Background: an optimization exercise with open tools, aiming at small area. Do not read the settings as production practice.
At most, simulation tests tie the RTL to the original design; equivalence was not proved.

==> inputs of run F <==
==> flow/design.v (excerpt) <==
module swx_top (
    input  wire        clk,
    input  wire        rst,
    input  wire        req_valid,
    input  wire [7:0]  req_data,
    output wire        req_ready,
    output wire        res_valid,
    output wire        res_ok,
    output wire [39:0] res_data,
    output wire        fault,
    output wire [2:0]  fault_code,
    output wire [7:0]  fault_info,
    output wire        bus_valid,
    output wire [7:0]  bus_data,
    output wire        bus_last,
    input  wire        bus_ready,
    input  wire [7:0]  bus_rdata,
    output reg         ce,
    output wire [2:0]  pstate,
    output wire        wait_valid,
    output wire [2:0]  wait_id,
    output wire [31:0] wait_us,
    input  wire        wait_ready,
    output wire        rxb_we,
    output wire [5:0]  rxb_addr,
    output wire [7:0]  rxb_wdata
);
Settings: LEC_CHECK=0, ABC_AREA=1, CAP_MARGIN=20, CORE_MARGIN=2, CORE_UTILIZATION=60, SLEW_MARGIN=20; clock period 10.0 ns.
standard.sh (not shown) runs the stock make flow with config.mk's settings and CLKGATE_MAP_FILE= SYNTH_SCRIPT=/design/flow/synth_recipe.tcl, a recipe that flattens the netlist after the stock synthesis.
==> flow/flow/run.sh <==
#!/bin/bash
# Standard layout, except that the port buffers are the smallest buffer cell.
set -euo pipefail
bash standard.sh "BUFFER_PORTS_ARGS=-buffer_cell sky130_fd_sc_hd__buf_1" finish > standard.log 2>&1
==> run B (differences from run F) <==
--- a/flow/design.v
+++ b/flow/design.v
@@ -133,10 +133,38 @@
         if (req_data >= 8'h30 && req_data <= 8'h39)      hv = {1'b0, req_data[3:0]};
         else if ((req_data >= 8'h61 && req_data <= 8'h66) ||
                  (req_data >= 8'h41 && req_data <= 8'h46)) hv = {1'b0, req_data[3:0] + 4'd9};
         else                                               hv = 5'h10;
     end
+    reg [7:0] init_byte;
+    reg       init_pass;
+    reg       init_last;
+    always @* begin
+        init_pass = 1'b0;
+        init_last = 1'b0;
+        init_byte = 8'h00;
+        case (p[4:0])
+            5'd0:  init_byte = 8'h30;
+            5'd1, 5'd2, 5'd3, 5'd4: init_pass = 1'b1;
+            5'd5:  begin init_pass = 1'b1; init_last = 1'b1; end
+            5'd6:  init_byte = 8'h2B;
+            5'd7, 5'd8, 5'd9, 5'd10: init_pass = 1'b1;
+            5'd11: begin init_pass = 1'b1; init_last = 1'b1; end
+            5'd12: init_byte = 8'h26;
+            5'd13: begin init_byte = 8'h0F; init_last = 1'b1; end
+            5'd14: init_byte = 8'h3C;
+            5'd15: begin init_byte = 8'h3F; init_last = 1'b1; end
+            5'd16: init_byte = 8'h3D;
+            5'd17: begin init_byte = 8'h04; init_last = 1'b1; end
+            5'd18: init_byte = 8'h25;
+            5'd19: begin init_pass = 1'b1; init_last = 1'b1; end
+            5'd20: init_byte = 8'h20;
+            5'd21: begin init_byte = 8'h0C; init_last = 1'b1; end
+            5'd22: init_byte = 8'h24;
+            default: begin init_pass = 1'b1; init_last = 1'b1; end
+        endcase
+    end
     reg        bv;           
     reg        pt;           
     reg        tk;           
     reg [7:0]  bd;
     reg        bl;
@@ -188,29 +216,13 @@
             S_E1:   begin bv = 1'b1; bd = 8'hE1; bl = 1'b1; end
             S_E2:   begin bv = 1'b1; bd = 8'hE2; bl = 1'b1; end
             S_TXA0: begin bv = 1'b1; bd = 8'hA0; bl = (b[5:0] == 6'd0); end
             S_TXD:  begin pt = 1'b1; bd = req_data; bl = (p + 6'd1 == b[5:0]); end
             S_INIT: begin
-                        bv = 1'b1;
-                        case (p[4:0])
-                            5'd0:  bd = 8'h30;
-                            5'd6:  bd = 8'h2B;
-                            5'd12: bd = 8'h26;
-                            5'd13: begin bd = 8'h0F; bl = 1'b1; end
-                            5'd14: bd = 8'h3C;
-                            5'd15: begin bd = 8'h3F; bl = 1'b1; end
-                            5'd16: bd = 8'h3D;
-                            5'd17: begin bd = 8'h04; bl = 1'b1; end
-                            5'd18: bd = 8'h25;
-                            5'd20: bd = 8'h20;
-                            5'd21: begin bd = 8'h0C; bl = 1'b1; end
-                            5'd22: bd = 8'h24;
-                            default: begin
-                                bv = 1'b0; pt = 1'b1; bd = req_data;
-                                bl = (p[4:0] == 5'd5) || (p[4:0] == 5'd11) || (p[4:0] == 5'd19) || (p[4:0] == 5'd23);
-                            end
-                        endcase
+                        if (init_pass) begin pt = 1'b1; bd = req_data; end
+                        else begin bv = 1'b1; bd = init_byte; end
+                        bl = init_last;
                     end
             default: ;
         endcase
     end
     assign bus_valid = bv || (pt && req_valid);
==> flow/run.sh (new file) <==
#!/bin/bash
# synth_recipe.tcl (not shown) runs the flow's synth.tcl, then flattens the netlist and writes it again
# the make line also repeats each setting of config.mk as NAME=value (left out here)
make -C /OpenROAD-flow-scripts/flow DESIGN_CONFIG=/design/flow/config.mk WORK_HOME=/design/flow/orfs CLKGATE_MAP_FILE= SYNTH_SCRIPT=/design/flow/synth_recipe.tcl finish
removed: flow/flow/run.sh
removed: flow/standard.sh
==> run R (differences from run F) <==
--- a/flow/design.v
+++ b/flow/design.v
@@ -103,10 +103,11 @@
     reg [39:0] r;         
     reg        okf;       
     reg        nz;        
     reg        open;
     reg [1:0]  cs;        
+    reg        hf;        
     assign res_valid  = (st == S_DONE);
     assign res_ok     = okf;
     assign res_data   = r;
     assign fault      = (st[5:3] == 3'b111);
     assign fault_code = st[2:0];
@@ -119,12 +120,14 @@
                         !ce          ? 3'd2 :
                         cs[0]        ? 3'd3 : 3'd4;
     assign rxb_addr   = p;
     assign rxb_wdata  = (st == S_DT) ? 8'h00 : bus_rdata;
     wire [4:0] rq_m   = req_data[4:0];
-    wire rq_long  = (rq_m == 5'h0A) || (rq_m == 5'h0B) || (rq_m == 5'h10);
-    wire rq_short = (rq_m[4:2] == 3'b011);
+    wire [7:0] hb     = r[39:32];    
+    wire [4:0] hb_m   = hb[4:0];
+    wire hb_long  = (hb_m == 5'h0A) || (hb_m == 5'h0B) || (hb_m == 5'h10);
+    wire hb_short = (hb_m[4:2] == 3'b011);
     wire b_long   = (b[4:0] == 5'h0A) || (b[4:0] == 5'h0B) || (b[4:0] == 5'h10);
     wire s_ready  = (bus_rdata[3:1] != 3'b111);
     wire is_dyn   = (op == OP_RX_DYN);
     wire is_loop  = (op == OP_RX_LOOP);
     wire is_tx    = (op == OP_TX);
@@ -142,27 +145,27 @@
     reg        bl;
     always @* begin
         bv = 1'b0; pt = 1'b0; tk = 1'b0; bd = 8'hFF; bl = 1'b0;
         case (st)
             S_IDLE, S_EN1, S_PA1, S_PA2, S_TX1: tk = 1'b1;
-            S_RR1:  begin pt = 1'b1; bd = {3'b000, rq_m}; end
+            S_RR1:  begin pt = 1'b1; bd = {3'b000, hb_m}; end
             S_RFF:  begin bv = 1'b1; bl = 1'b1; end
-            S_WR1:  begin pt = 1'b1; bd = {3'b001, rq_m}; end
-            S_WR2:  begin pt = 1'b1; bd = req_data; bl = 1'b1; end
+            S_WR1:  begin pt = 1'b1; bd = {3'b001, hb_m}; end
+            S_WR2:  begin pt = 1'b1; bd = hb; bl = 1'b1; end
             S_RA1:  begin
-                        if ((rq_long || rq_short) && open) pt = 1'b1; else tk = 1'b1;
-                        bd = rq_long ? {3'b000, rq_m} : 8'h0B;
+                        if (!hf || ((hb_long || hb_short) && open)) pt = 1'b1;
+                        bd = hb_long ? {3'b000, hb_m} : 8'h0B;
                     end
             S_RA2:  begin bv = 1'b1; bl = (p[2:0] == 3'd4); end
             S_RR2:  begin bv = 1'b1; bd = {3'b000, b[4:0]}; end
             S_WA1:  begin
-                        if ((rq_long || rq_short) && open) pt = 1'b1; else tk = 1'b1;
-                        bd = {3'b001, rq_m};
+                        if (!hf || ((hb_long || hb_short) && open)) pt = 1'b1;
+                        bd = {3'b001, hb_m};
                     end
             S_WA2:  begin
                         if (b_long || p[2:0] == 3'd0) pt = 1'b1; else tk = 1'b1;
-                        bd = req_data; bl = !b_long || (p[2:0] == 3'd4);
+                        bd = hb; bl = !b_long || (p[2:0] == 3'd4);
                     end
             S_LD:   tk = !((op == OP_ADDR_DECODE) && (p[2:0] >= b[2:0])) &&
                          !(is_loop && !p[1]);
             S_RD0A: begin bv = 1'b1; bd = 8'h00; end
             S_RD0B: begin bv = 1'b1; bl = 1'b1; end
@@ -186,11 +189,11 @@
                         bd = !is_tx ? 8'h40 : okf ? 8'h20 : 8'h10;
                     end
             S_E1:   begin bv = 1'b1; bd = 8'hE1; bl = 1'b1; end
             S_E2:   begin bv = 1'b1; bd = 8'hE2; bl = 1'b1; end
             S_TXA0: begin bv = 1'b1; bd = 8'hA0; bl = (b[5:0] == 6'd0); end
-            S_TXD:  begin pt = 1'b1; bd = req_data; bl = (p + 6'd1 == b[5:0]); end
+            S_TXD:  begin pt = 1'b1; bd = hb; bl = (p + 6'd1 == b[5:0]); end
             S_INIT: begin
                         bv = 1'b1;
                         case (p[4:0])
                             5'd0:  bd = 8'h30;
                             5'd6:  bd = 8'h2B;
@@ -203,27 +206,28 @@
                             5'd18: bd = 8'h25;
                             5'd20: bd = 8'h20;
                             5'd21: begin bd = 8'h0C; bl = 1'b1; end
                             5'd22: bd = 8'h24;
                             default: begin
-                                bv = 1'b0; pt = 1'b1; bd = req_data;
+                                bv = 1'b0; pt = 1'b1; bd = hb;
                                 bl = (p[4:0] == 5'd5) || (p[4:0] == 5'd11) || (p[4:0] == 5'd19) || (p[4:0] == 5'd23);
                             end
                         endcase
                     end
             default: ;
         endcase
     end
-    assign bus_valid = bv || (pt && req_valid);
+    assign bus_valid = bv || (pt && hf);
     assign bus_data  = bd;
     assign bus_last  = bl;
-    assign req_ready = tk || (pt && bus_ready);
+    assign req_ready = tk || (pt && !hf);
     wire req_fire  = req_valid && req_ready;
     wire bus_fire  = bus_valid && bus_ready;
     assign rxb_we = (st == S_DT) || ((st == S_DP1) && bus_fire);
-    wire adv = (bv || pt) ? bus_fire :
+    wire adv = (bv || (pt && hf)) ? bus_fire :
                tk         ? req_valid :
+               pt         ? 1'b0 :
                wait_valid ? wait_ready : 1'b1;
     wire rq_bad_op = (req_data == 8'h00) || (req_data > 8'h17);
     wire rq_nobus  = (rq_m == OP_ADDR_ENCODE) || (rq_m == OP_ADDR_DECODE) ||
                      (rq_m == OP_ADDR_PARSE)  || (rq_m == OP_WAIT) ||
                      (rq_m == OP_READ_ADDR)   || (rq_m == OP_WRITE_ADDR) || (rq_m == OP_TX);
@@ -258,11 +262,11 @@
             S_RR1:  nx = S_RFF;
             S_RFF:  nx = S_DONE;
             S_WR1:  nx = S_WR2;
             S_WR2:  nx = S_DONE;
             S_RA1, S_WA1:
-                if (!(rq_long || rq_short)) nx = S_F3;
+                if (!(hb_long || hb_short)) nx = S_F3;
                 else if (!open) nx = S_F6;
                 else nx = (st == S_RA1) ? S_RA2 : S_WA2;
             S_RA2:  if (bus_last) nx = b_long ? S_DONE : S_RR2;
             S_RR2:  nx = S_RFF;
             S_WA2:  if (p[2:0] == 3'd4) nx = S_DONE;
@@ -332,12 +336,13 @@
     reg [7:0] b_d;
     always @* begin
         b_en = 1'b0;
         b_d  = req_data;
         case (st)
-            S_IDLE, S_WR1, S_EN1, S_PA1: b_en = 1'b1;
-            S_RA1, S_WA1: b_en = !((rq_long || rq_short) && !open);
+            S_IDLE, S_EN1, S_PA1: b_en = 1'b1;
+            S_WR1:  begin b_en = 1'b1; b_d = hb; end
+            S_RA1, S_WA1: begin b_en = !((hb_long || hb_short) && !open); b_d = hb; end
             S_TX1:  b_en = !(req_data <= 8'd32 && !open);
             S_RD0B, S_DN1: begin b_en = 1'b1; b_d = bus_rdata; end
             S_PA2, S_W4: begin b_en = 1'b1; b_d = b - 8'd1; end
             S_ST1:  begin b_en = !is_tx; b_d = 8'd8; end
             S_W0:   begin b_en = 1'b1; b_d = 8'd100; end
@@ -382,10 +387,11 @@
             S_DP0:  begin r_ben = {3'd0, is_loop && b[5:0] != 6'd0 && r0_zero, 1'b0}; d_sel = 3'd5; end
             S_ST0:  begin r_ben = {2'd0, is_loop, 2'd0}; d_sel = 3'd5; end
             S_W5:   begin r_ben = {1'b0, r2_zero, 3'd0}; d_sel = 3'd5; end
             default: ;
         endcase
+        if (pt && !hf) begin r_ben = 5'b10000; d_sel = 3'd1; end
     end
     wire [7:0] d8 = (d_sel == 3'd0) ? 8'h00 :
                     (d_sel == 3'd1) ? req_data :
                     (d_sel == 3'd2) ? bus_rdata :
                     (d_sel == 3'd3) ? {hv[3:0], hv[3:0]} :
@@ -393,30 +399,33 @@
     wire [9:0] nen = r_nen | {r_ben[4], r_ben[4], r_ben[3], r_ben[3], r_ben[2], r_ben[2],
                               r_ben[1], r_ben[1], r_ben[0], r_ben[0]};
     always @(posedge clk) begin
         if (rst) begin
             st   <= S_IDLE;
+            hf   <= 1'b0;
             open <= 1'b1;
             cs   <= 2'd0;
             ce   <= 1'b0;
         end else begin
             st <= nst;
+            if (pt && !hf && req_valid) hf <= 1'b1;
+            else if (adv) hf <= 1'b0;
             if (nst == S_W0) ce <= 1'b1;
             else if (nst == S_W1) ce <= 1'b0;
             if (bus_fire && ((st == S_WR0B) || (st == S_WR2 && b[4:0] == 5'd0)))
                 cs <= bd[1] ? {1'b1, bd[0]} : 2'd1;
             if (adv && st == S_W2 && op == OP_SHUTDOWN) open <= 1'b0;
         end
     end
     always @(posedge clk) begin
+        for (k = 0; k < 10; k = k + 1)
+            if (nen[k] && (adv || (pt && !hf))) r[4*k +: 4] <= (k % 2 == 1) ? d8[7:4] : d8[3:0];
         if (adv) begin
             if (sIDLE) op <= rq_m;
             if (b_en) b <= b_d;
             if (p_clr) p <= 6'd0;
             else if (p_inc) p <= p + 6'd1;
-            for (k = 0; k < 10; k = k + 1)
-                if (nen[k]) r[4*k +: 4] <= (k % 2 == 1) ? d8[7:4] : d8[3:0];
             case (st)
                 S_IDLE: if (rq_m == OP_RX_LOOP) okf <= 1'b0;
                 S_PA1:  begin okf <= (req_data >= 8'd10); nz <= 1'b0; end
                 S_PA2:  if (p_lt10) begin
                             if (hv[4]) okf <= 1'b0;
==> flow/flow/run.sh (replaced) <==
#!/bin/bash
# Standard layout with two changes:
#  - synthesis is synth_recipe.tcl unchanged except that abc runs an area-oriented
#    script (flow/abc_area.script) instead of ORFS's delay-driven one; registers,
#    their names and cell types are untouched (abc sees only combinational logic);
#  - the port buffers that global placement inserts are the smallest buffer cell.
# Each step's output goes to its own log file in this folder.
set -euo pipefail
here=$PWD
{
  echo "proc abc {args} {"
  echo "  set i [lsearch -exact \$args -script]"
  echo "  if {\$i >= 0} { set args [lreplace \$args \$i [expr {\$i + 1}] -script $here/flow/abc_area.script] }"
  echo "  yosys abc {*}\$args"
  echo "}"
  cat synth_recipe.tcl
} > area_synth.tcl
bash standard.sh "SYNTH_SCRIPT=$here/area_synth.tcl" synth > synth.log 2>&1
bash standard.sh "SYNTH_SCRIPT=$here/area_synth.tcl" \
  "BUFFER_PORTS_ARGS=-buffer_cell sky130_fd_sc_hd__buf_1" finish > layout.log 2>&1
==> flow/flow/abc_area.script (new file) <==
strash
&get -n
&deepsyn -T 40
&put
dch -f
amap
topo
==> run summary <==
The run finished with no timing, DRC or antenna violations. Leaving out fill and tap cells, the most frequent cells in the layout are nor2_1, buf_1, clkinv_1, o21ai_0, nand2_1. Relative to the synthesized area, the layout overhead comes to 9.64%.

The detailed-route wire length came out at between 20 and 30 mm. The number of antenna diodes in the final layout is 3. The initial antenna violation count is 2.

Registers take between 0.002 and 0.0025 sq mm. The initial utilization of the core area, before any placement, comes to 0.622. At the later pin of the worst-skew pair, clock insertion delay measures around 400 ps.
[end of results for run R]
==> run summary <==
The run finished with no timing, DRC or antenna violations. The layout-stage area growth over the synthesis result came out at 19.6%. The starting utilization of the core area came out at 0.607. In the final layout, flip-flops and latches occupy between 0.002 and 0.0025 sq mm. The repair_antennas step left the layout with diodes totalling 0.

In the layout the commonest cells are nand2_1, nor2_1, inv_1, clkdlybuf4s50_1, nand3_1.
[end of results for run B]
==> run summary <==
The flow ran to the end and the layout has no timing, DRC or antenna violations. The initial antenna violation count came out at 0. The starting utilization of the core area came out at 0.612.

In the layout the commonest cells are nand2_1, nor2_1, inv_1, buf_1, nand3_1. Summed over all layers, the routed wires come to 30.3 mm.
[end of results for run F]
Only the layout flow was run in run F; the RTL was not checked for function there.

[separate check: timing with driven ports]
The results above use ideal ports. As a check the final layouts listed here were re-extracted and re-timed, cells and wires unchanged. Step 1, drivers: a clkbuf_16 drives clk and a buf_2 each remaining input, both assumed. Step 2 times the ports against the registers' clock, not the clock port: input delays grow and output delays shrink by t, the midpoint of the rising clock arrivals with the driver on. Slacks: ideal / step 1 / step 2; pairs: ideal / step 1.
run	t, ns	setup slack, ns	pins driven straight from the clock port
run F	0.397	3.502 / 3.476 / 3.476	1
run B	0.401	2.973 / 2.952 / 2.952	1
run R	0.429	3.825 / 3.788 / 4.075	1
After both steps setup and hold are still met in every run listed. For run F, which loses most, drivers alone change the setup slack by -0.026 ns; drivers and shift together by -0.026 ns.
